Source: an optimization exercise on an open RTL-to-GDS flow (aim: small area, a short achievable clock period and few clock cycles). Production flows keep margins and buffers that such runs may drop. Function was checked by simulation only, so behaviour that the tests miss may differ from the original. Power and IR drop assume default switching activity.

==> flow/design.v (outline; a module is shown in full before it is edited, if it fits) <==
// module kfd_tcs: 1225 lines
// module kfd_cls_tree: 2679 lines
module kfd_tcs (
    input  wire        clk,
    input  wire        rst,           
    input  wire        in_valid,
    output wire        in_ready,
    input  wire [15:0] in_lo,
    input  wire [15:0] in_hi,
    input  wire        in_last,
    input  wire [7:0]  cfg_steps,     
    input  wire        cfg_graph,     
    output reg         done,
    output reg  [63:0] bits,
    output reg  [6:0]  p_count,
    output reg  [6:0]  trim_head,
    output reg  [6:0]  trim_tail,
    output reg  [6:0]  lo_num,
    output reg  [6:0]  hi_num,
    output reg  [2:0]  passes,
    output reg         reverted,
    output reg  [21:0] avlo_sum,
    output reg  [6:0]  avlo_cnt,
    output reg  [21:0] avhi_sum,
    output reg  [6:0]  avhi_cnt
);
  // ...
==> flow/run.sh <==
#!/bin/bash
# synth_recipe.tcl (not shown) runs the flow's synth.tcl, then flattens the netlist and writes it again
# the make line also repeats each setting of config.mk as NAME=value (left out here)
make -C /OpenROAD-flow-scripts/flow DESIGN_CONFIG=/design/flow/config.mk WORK_HOME=/design/flow/orfs CLKGATE_MAP_FILE= SYNTH_SCRIPT=/design/flow/synth_recipe.tcl finish
==> flow/config.mk <==
export PLATFORM = sky130hd
export DESIGN_NAME = kfd_tcs
export DESIGN_NICKNAME = kfd_tcs
export VERILOG_FILES = /design/flow/design.v
export SDC_FILE = /design/flow/constraint.sdc
export NUM_CORES = 4
export LEC_CHECK = 0
export CAP_MARGIN = 20
export CORE_MARGIN = 2
export CORE_UTILIZATION = 30
export SLEW_MARGIN = 20
==> flow/constraint.sdc <==
create_clock -name core_clock -period 15.0 [get_ports {clk}]
set_input_delay 3.0000 -clock core_clock [delete_from_list [all_inputs] [get_ports {clk}]]
set_output_delay 3.0000 -clock core_clock [all_outputs]
set_load 0.01 [all_outputs]
==> impl_metrics.toml, run 1 <==
[outcome]
status = "timing/DRC/antenna clean"

[power_and_ir_drop]
switching_power_mw = 19.8
pg_seq_mw = 12.1
clockPowerShare_pct = 17.7

[clock_network]
post_cts_buffers = 0
clock_latency_ns = 0.95
cts_resized = 0
root_buffer = "clkbuf_16"
hold_buffers = 0

[worst_setup_path]
path_cells = "clkdlybuf4s50_1"
path_depth = 1
crit_end = "bits[9]"
cp_top_family = "flip-flops"

[routing]
ant_nets = 0

[finish]
buf_share_pct = 2.71
area_growth_pct = 13.5
multi_input_cells = 9278
nets = 15700
final_area_um2 = 168000
multi_input_area_um2 = 77400
final.fill_count = 49400
stdcell_count = 21000

[global_route]
antenna_found_initial = 42
grt_pass1_vias = 108000

[synth]
syn_area_um2 = 148000
synth_top_area_share_pct = 38.4
synthAdderAreaFrac_pct = 16.6

[timing]
setup_violations = 0
Testbench counts, summed over its fixed seeds: cycles 51,494.
==> run 2, diff against run 1 <==
--- a/flow/design.v
+++ b/flow/design.v
@@ -72,33 +72,39 @@
     reg [5:0]  ib;               
     reg [6:0]  n;                
     reg [21:0] sl0, sh0;
     reg [6:0]  last;             
     reg [2:0]  k;                
     reg [25:0] ta, tb;           
     reg [27:0] ta3, tb3;         
     reg [21:0] ls_s, ls_c, hs_s, hs_c;   
-    wire [21:0] ls = ls_s + ls_c;
-    wire [21:0] hs = hs_s + hs_c;
+    wire [21:0] ls, hs;
+    kfd_bk_add #(22) u_ls (.a(ls_s), .b(ls_c), .ci(1'b0), .s(ls));
+    kfd_bk_add #(22) u_hs (.a(hs_s), .b(hs_c), .ci(1'b0), .s(hs));
     reg [6:0]  ln, hn;
     reg [5:0]  fc;               
     reg        thr_slice;        
     reg [9:0]  dr_lo, dr_hi;     
     reg [12:0] dq_lo, dq_hi;     
     reg        dnz_lo, dnz_hi;
     reg [3:0]  dcnt;
     wire       dready = (dcnt == 4'd0);
     wire [9:0] m10 = {n, 3'd0} + {2'd0, n, 1'b0};
     wire [10:0] dd_lo = {dr_lo, dq_lo[12]};
     wire [10:0] dd_hi = {dr_hi, dq_hi[12]};
     wire [11:0] dt_lo = {1'b0, dd_lo} - {2'd0, m10};
     wire [11:0] dt_hi = {1'b0, dd_hi} - {2'd0, m10};
-    wire qa = dnz_lo && dnz_hi && (fb[15:0]   <= {3'd0, dq_lo}) && (fb[31:16]   <= {3'd0, dq_hi});
-    wire qb = dnz_lo && dnz_hi && (tapb[15:0] <= {3'd0, dq_lo}) && (tapb[31:16] <= {3'd0, dq_hi});
+    wire qa_l, qa_h, qb_l, qb_h;
+    kfd_ge #(16) u_qal (.a({3'd0, dq_lo}), .b(fb[15:0]),    .ge(qa_l));
+    kfd_ge #(16) u_qah (.a({3'd0, dq_hi}), .b(fb[31:16]),   .ge(qa_h));
+    kfd_ge #(16) u_qbl (.a({3'd0, dq_lo}), .b(tapb[15:0]),  .ge(qb_l));
+    kfd_ge #(16) u_qbh (.a({3'd0, dq_hi}), .b(tapb[31:16]), .ge(qb_h));
+    wire qa = dnz_lo && dnz_hi && qa_l && qa_h;
+    wire qb = dnz_lo && dnz_hi && qb_l && qb_h;
     reg [2:0]  fk_a, fk_b;
     reg [15:0] xlo_a, xhi_a, xlo_b, xhi_b;
     reg [5:0]  fi_a, fi_b;       
     reg        fv_a, fv_b;
     wire [6:0] rel_a = {1'b0, ia} - trim_head;
     wire [6:0] rel_b = {1'b0, ib} - trim_head;
     wire       inr_a = ({1'b0, ia} >= trim_head) && ({1'b0, ia} <= last);
     wire       inr_b = ({1'b0, ib} >= trim_head) && ({1'b0, ib} <= last);
@@ -182,18 +188,19 @@
         if (rst) begin
             k_a <= K_NONE;
             k_b <= K_NONE;
         end else begin
             k_a <= k0_a;
             k_b <= k0_b;
         end
     end
-    wire [43:0] v_a = r0s_a + r0c_a;
-    wire [43:0] v_b = r0s_b + r0c_b;
+    wire [43:0] v_a, v_b;
+    kfd_bk_add #(44) u_s1a (.a(r0s_a), .b(r0c_a), .ci(1'b0), .s(v_a));
+    kfd_bk_add #(44) u_s1b (.a(r0s_b), .b(r0c_b), .ci(1'b0), .s(v_b));
     wire        low_a = v_a[43];    
     wire        low_b = v_b[43];
     wire        wb_a = (k_a == K_PASS) || (k_a == K_SLICE);
     wire        wb_b = (k_b == K_PASS) || (k_b == K_SLICE);
     reg        c1_a, c1_b;          
     reg [15:0] x1_a, x1_b;          
     reg [2:0]  k1_a, k1_b;
     reg [5:0]  i1_a, i1_b;
@@ -230,18 +237,22 @@
     wire [21:0] chs_b = c1_b ? 22'd0 : {6'd0, x1_b};
     reg [21:0] pend_ls, pend_hs;
     reg [6:0]  pend_ln, pend_hn;
     reg        lb_any, lb_unk;   
     reg        pc_done, pc_fail;
     reg        tr_any;           
     reg [6:0]  tr_min, tr_max;
     wire       nq_b = !(kn1_b && q1_b);                 
-    wire [21:0] t_ls = pend_ls + cls_b;
-    wire [21:0] t_hs = pend_hs + chs_b;
+    wire [21:0] t_ls, t_hs;
+    kfd_bk_add #(22) u_tls (.a(pend_ls), .b(cls_b), .ci(1'b0), .s(t_ls));
+    kfd_bk_add #(22) u_ths (.a(pend_hs), .b(chs_b), .ci(1'b0), .s(t_hs));
+    wire [21:0] ls_mp, hs_mp;        
+    kfd_bk_add #(22) u_lmp (.a(ls), .b(~pend_ls), .ci(1'b1), .s(ls_mp));
+    kfd_bk_add #(22) u_hmp (.a(hs), .b(~pend_hs), .ci(1'b1), .s(hs_mp));
     wire [6:0]  t_ln = pend_ln + {6'd0, c1_b};
     wire [6:0]  t_hn = pend_hn + {6'd0, ~c1_b};
     wire op_a_acc = acc1_a;
     wire op_b_acc = acc1_b;
     wire op_b_p1  = p11_b;
     wire pc_act   = pc1_b && !pc_done;
     wire fast_ok  = lb_any && !lb_unk;
     wire pc_sub   = pc_act && fast_ok && kn1_b && q1_b;
@@ -924,18 +935,22 @@
     wire [11:0] hn25 = hn * 5'd25;
     wire [11:0] p2   = {4'd0, p_count, 1'b0};
     wire        small_cls = (ln25 < p2) || (hn25 < p2);
     reg        twr;
     reg        thr_go;           
     reg        f_empty, f_same, f_small;
     reg [25:0] ta_nv, tb_nv;
     wire [6:0] n_next   = n + 7'd1;
-    wire [21:0] sl0_fin = sl0 + {6'd0, lo_q};
-    wire [21:0] sh0_fin = sh0 + {6'd0, hi_q};
+    wire [21:0] sl0_fin, sh0_fin;
+    kfd_bk_add #(22) u_sl0 (.a(sl0), .b({6'd0, lo_q}), .ci(1'b0), .s(sl0_fin));
+    kfd_bk_add #(22) u_sh0 (.a(sh0), .b({6'd0, hi_q}), .ci(1'b0), .s(sh0_fin));
+    wire [27:0] ta3_n, tb3_n;
+    kfd_bk_add #(28) u_ta3 (.a({2'd0, ta}), .b({1'b0, ta, 1'b0}), .ci(1'b0), .s(ta3_n));
+    kfd_bk_add #(28) u_tb3 (.a({2'd0, tb}), .b({1'b0, tb, 1'b0}), .ci(1'b0), .s(tb3_n));
     wire       load_end = (state == S_LOAD) && v_q && last_q;
     wire       eop_rev  = f_empty || ((f_same || k == 3'd5) && f_small);
     always @(*) begin
         twr   = 1'b1;
         ta_nv = v_a[25:0];
         tb_nv = -v_b[25:0];
         if (load_end) begin
             ta_nv = {4'd0, sh0_fin};
@@ -993,18 +1008,18 @@
             dr_hi <= dt_hi[11] ? dd_hi[9:0] : dt_hi[9:0];
             dq_lo <= {dq_lo[11:0], ~dt_lo[11]};
             dq_hi <= {dq_hi[11:0], ~dt_hi[11]};
         end
         if (twr) begin
             ta  <= ta_nv;
             tb  <= tb_nv;
         end
-        ta3 <= {2'd0, ta} + {1'b0, ta, 1'b0};
-        tb3 <= {2'd0, tb} + {1'b0, tb, 1'b0};
+        ta3 <= ta3_n;
+        tb3 <= tb3_n;
         ib  <= (ib == lfull[5:0] - 6'd1) ? 6'd0 : ib + 6'd1;
         for (j = 0; j < 64; j = j + 1) begin
             if (wb_a && i_a == j[5:0])      bits[j] <= ~low_a;
             else if (wb_b && i_b == j[5:0]) bits[j] <= ~low_b;
         end
         ls_s <= l2s; ls_c <= l2c;
         hs_s <= h2s; hs_c <= h2c;
         ln <= ln + a2_ln + x3_ln;
@@ -1095,17 +1110,17 @@
                 end
             end
             S_PC: begin
                 if (pc_done) begin
                     state <= pc_fail ? S_TWAIT : S_PCF;
                 end
             end
             S_PCF: begin
-                ls_s <= ls - pend_ls; ls_c <= 22'd0; hs_s <= hs - pend_hs; hs_c <= 22'd0;
+                ls_s <= ls_mp; ls_c <= 22'd0; hs_s <= hs_mp; hs_c <= 22'd0;
                 ln <= ln - pend_ln; hn <= hn - pend_hn;
                 p_count   <= last - trim_head + 7'd1;
                 trim_tail <= n - 7'd1 - last;
                 state     <= S_EOP;
             end
             S_TWAIT: begin
                 tr_any <= 1'b0;
                 fc     <= 6'd0;
@@ -3897,8 +3912,54 @@
     assign rc[40] = s1289;
     assign rs[41] = c1290;
     assign rc[41] = s1291;
     assign rs[42] = c1292;
     assign rc[42] = c1208;
     assign rs[43] = 1'b1;
     assign rc[43] = 1'b0;
 endmodule
+module kfd_bk_add #(parameter W = 22) (
+    input  wire [W-1:0] a, b,
+    input  wire         ci,
+    output wire [W-1:0] s
+);
+    localparam LG = (W <= 2) ? 1 : (W <= 4) ? 2 : (W <= 8) ? 3 : (W <= 16) ? 4 : (W <= 32) ? 5 : (W <= 64) ? 6 : 7;
+    wire [W-1:0] g [0:2*LG];
+    wire [W-1:0] p [0:2*LG];
+    assign g[0] = a & b;
+    assign p[0] = a ^ b;
+    genvar l, i;
+    generate
+        for (l = 0; l < LG; l = l + 1) begin : g_up
+            for (i = 0; i < W; i = i + 1) begin : g_b
+                if ((i % (2 << l)) == ((2 << l) - 1)) begin : g_c
+                    assign g[l+1][i] = g[l][i] | (p[l][i] & g[l][i - (1 << l)]);
+                    assign p[l+1][i] = p[l][i] & p[l][i - (1 << l)];
+                end else begin : g_p
+                    assign g[l+1][i] = g[l][i];
+                    assign p[l+1][i] = p[l][i];
+                end
+            end
+        end
+        for (l = LG - 2; l >= 0; l = l - 1) begin : g_dn
+            for (i = 0; i < W; i = i + 1) begin : g_b
+                if ((i % (2 << l)) == ((1 << l) - 1) && i >= (2 << l)) begin : g_c
+                    assign g[2*LG-1-l][i] = g[2*LG-2-l][i] | (p[2*LG-2-l][i] & g[2*LG-2-l][i - (1 << l)]);
+                    assign p[2*LG-1-l][i] = p[2*LG-2-l][i] & p[2*LG-2-l][i - (1 << l)];
+                end else begin : g_p
+                    assign g[2*LG-1-l][i] = g[2*LG-2-l][i];
+                    assign p[2*LG-1-l][i] = p[2*LG-2-l][i];
+                end
+            end
+        end
+    endgenerate
+    wire [W-1:0] c = g[2*LG-1] | (p[2*LG-1] & {W{ci}});
+    assign s = p[0] ^ {c[W-2:0], ci};
+endmodule
+module kfd_ge #(parameter W = 16) (
+    input  wire [W-1:0] a, b,
+    output wire         ge
+);
+    wire [W:0] d;
+    kfd_bk_add #(W + 1) u_sub (.a({1'b0, a}), .b({1'b1, ~b}), .ci(1'b1), .s(d));
+    assign ge = ~d[W];
+endmodule
==> flow/config.mk (replaced) <==
export PLATFORM = sky130hd
export DESIGN_NAME = kfd_tcs
export DESIGN_NICKNAME = kfd_tcs
export VERILOG_FILES = /design/flow/design.v
export SDC_FILE = /design/flow/constraint.sdc
export NUM_CORES = 4
export LEC_CHECK = 0
export CAP_MARGIN = 20
export CORE_MARGIN = 2
export CORE_UTILIZATION = 30
export CTS_BUF_LIST = sky130_fd_sc_hd__clkbuf_8
export CTS_CLUSTER_SIZE = 20
export SLEW_MARGIN = 20
==> run 2 against run 1 <==
Effect of this change: sequential cell count unchanged; worst hold slack lost 0.013 ns; global-route usage is 0.089 points lower; still clean; cell area hardly changed; critical path depth unchanged; total power rose by 0.27%; die area increased by 0.37%; wire length is 0.83% lower; clock skew grew 0.058 ns; clock power fell by 9.2%; first-iteration DRC count is 0.23% lower; critical path type unchanged.
==> impl_metrics.toml, run 2 <==
[clock_network]
cts_tree = "built"
cts_max_path_buffers = 4
hold_buffers = 0
cts_buffers = 461
cts.htree.levels = 5
cts_resized = 0
clock-sinks = 3076
root_buffer = "clkbuf_8"
post_cts_buffers = 0
clkTransAtPathRegs_ns = 0.07
clock_latency_ns = 1.14

[synth]
synthTopCellsByArea = "dfxtp_1, fa_1, mux2_2"
synth_async_sr_flop_share_pct = 0
postSynthRegisterBits = 3076
synth.largest_area_cell = "dfxtp_1"
yosysMostFrequentCell = "dfxtp_1"
syn_area_um2 = 149000
syn_inst = 14100
synth_common_cells = "dfxtp_1, inv_1, fa_1"
synth_edf_count = 229
syn_nets = 15700
synth_area_per_cell_um2 = 10.6
synthFlopType = "dfxtp_1"
yosysSeqAreaShare_pct = 42.9
yosysUniqueCellTypes = 135
synth_top_area_share_pct = 38.3
yosysWarnings = 6

[finish]
area_growth_pct = 13.1
drive_gt1_share_pct = 14.2
nets = 15800
largest_reg_flops = 2048
layout_common_cells = "dfxtp_1, inv_1, fa_1"
top_regs = "ring x2048, bits x64"
largest_register = "ring"
final_common_cell = "dfxtp_1"

[worst_setup_path]
path_cells = "clkdlybuf4s50_1"
critical_path_required_ns = 12.00
crit_fanout = 25
cp_top_family = "flip-flops"
endpoint_kind = "primary output"
cp_slowest_stage_delay_ns = 0.92
crit_type = "reg -> out"
path_buf_inv = 1
cp.arrival_ns = 2.85
critPathLaunchType = "flop"
critPathSlowestCell = "dfxtp_1"

[global_route]
grt_first_pass_wirelength_mm = 755
grt_pass1_vias = 110000
grt_usage_pct = 20.1
antenna_found_initial = 64
grt_max_degree = 69
overflow = 0

[power_and_ir_drop]
finalPower_mw = 45.2
sw_frac_of_total_pct = 44.7
seqPwrFrac_pct = 25.2
vdd_ir_drop_max_mv = 0.446
switching_power_mw = 20.2
clockPowerShare_pct = 16.0
combPwrFrac_pct = 58.8
power.internal_mw = 25.0
p_leak_nw = 67.0
powerDensity_nw_per_um2 = 269

[routing]
drt_iter0_drc = 14000
ant_nets = 0
avgViaCountPerCell = 5.30
routedWlPerCell_um = 24.6
routed_wl_mm = 521
first_pass_iters = 9
vias = 112000
drc = 0

[die]
fp.coreArea_um2 = 494000
rows = 258
dieHeight_um = 709
die_w_um = 709
io_pins = 208
die_area_um2 = 502000
start_util_pct = 30.1

[place]
place_congestion = 0.958
hpwl_mm = 362
portBuffers = 207

[outcome]
status = "timing/DRC/antenna clean"

[timing]
setup_violations = 0
max_freq_mhz = 171
drv_slew = 0
tightest_slew_ns = 1.35
fin_worst_skew_ns = 0.114
finalHoldViolCount = 0
relSlewSlack_pct = 10.1
fin_crit_ns = 5.85
period_share_pct = 39.0
rsz0062_at_grt = "no"
setup_tns_ns = 0

[job]
drv_cap = 0

[worst_hold_path]
hold_path.class = "reg -> reg"
[run 2: changes by cell type in the layout (fill, tap and decap cells not counted), moves of 58 or more]
cell and delta:
and2_1 -69, clkbuf_1 -58, clkbuf_16 -318, clkbuf_8 +505
fa_1 +86, inv_1 +285, mux2_2 +78, nand2_1 -74
nor3_1 -68, o21ai_0 -141
[run 2: final timing paths]
check / startpoint / cells past startpoint / to / slack [ns]
hold reg to reg: ring[22][7] / 0 / ring[21][7] / 0.26
setup reg to reg: ls_s[2] / 22 / ls_s[21] / 9.26
hold / removal: ring[22][7] / 0 / ring[21][7] / 0.26
setup / recovery: bits[12] / 1 / bits[12] / 9.15
[run 2: logic make-up (layout without fill, tap and decap cells)]
| family | count (synthesis) | count (layout) | synth area share [%] |
|---|---|---|---|
| AOI/OAI and AO/OA | 3061 | 3061 | 14.1 |
| xor gates and xnor gates | 579 | 579 | 3.41 |
| adders and majority gates | 1564 | 1564 | 17.8 |
| buffers and inverters | 2107 | 2567 | 5.43 |
| DFF | 3076 | 3076 | 42.9 |
| muxes | 990 | 990 | 7.43 |
| other | 0 | 20 | 0 |
| and+or+nand+nor | 2739 | 2739 | 8.92 |
[run 2: through the flow]
stage               hold WS [ns]  worst slack [ns]  area [µm²]  std cells  utilization (%)
CTS                        0.247              9.04      168000      21200             34.1
global route               0.238              8.87      168000      21200             34.1
detailed placement         0.312              9.13      158000      20400             32.1
global placement           0.310              9.11      158000      20400             32.1
finish                     0.264              9.15      168000      21200             34.1
floorplan                  0.310              8.38      149000      14100                -
[run 2: cell type report]
| cell class | instances | area (µm²) |
|---|---|---|
| tap | 6630 | 8300 |
| fill | 49500 | 326000 |
| timing repair buffer | 553 | 4670 |
| inverter | 1167 | 4390 |
| antenna | 20 | 50.0 |
| clock inverter | 290 | 2240 |
| multi-input combinational | 8933 | 77200 |
| sequential | 3076 | 63900 |
| clock buffer | 557 | 7670 |
[run 2: power groups by stage]
stage,registers (mW),clock network [mW],logic [mW]
after global routing,11.5,7.77,29.8
final,11.4,7.24,26.6
after detailed placement,11.5,0,26.3
after CTS,11.3,7.41,26.4
after global placement,11.5,0,25.7
after floorplan,11.0,0,18.0
[run 2: per-layer routing]
| layer | GRT usage [%] | vias to the layer above | wire length (µm) |
|---|---|---|---|
| met4 | 10.7 | 36 | 31300 |
| met2 | 29.7 | 6657 | 218000 |
| met3 | 5.58 | 1490 | 59700 |
| met5 | 0 | - | 216 |
| li1 | - | 49000 | - |
| met1 | 26.6 | 55200 | 212000 |
Testbench counts of run 2, summed over its fixed seeds: cycles 51,494.

==> port drivers added, routing unchanged <==
The flow's constraints put no driver on any port. The routed layouts listed below were extracted and timed again, unchanged, in two steps. Step 1 (the two cells are an assumption about what drives the block):
set clk [get_ports {clk}]
set_driving_cell -lib_cell sky130_fd_sc_hd__clkbuf_16 $clk
set_driving_cell -lib_cell sky130_fd_sc_hd__buf_2 [delete_from_list [all_inputs] $clk]
Step 2 adds t to the input delays and takes it off the output delays; t is the mean of the earliest and latest rising clock arrival at the registers after step 1. Input paths then give back, and output paths get back, about the clock's delay inside the block. Three values: ideal, step 1, step 2; two values: the first two.
| run | shift t [ns] | setup WS [ns] | worst setup path at the end |
|---|---|---|---|
| run 1 | 1.046 | 9.261 / 9.135 / 9.559 | register to register |
| run 2 | 1.206 | 9.150 / 9.030 / 9.179 | input to register |
After both steps setup and hold are still met in every run listed.
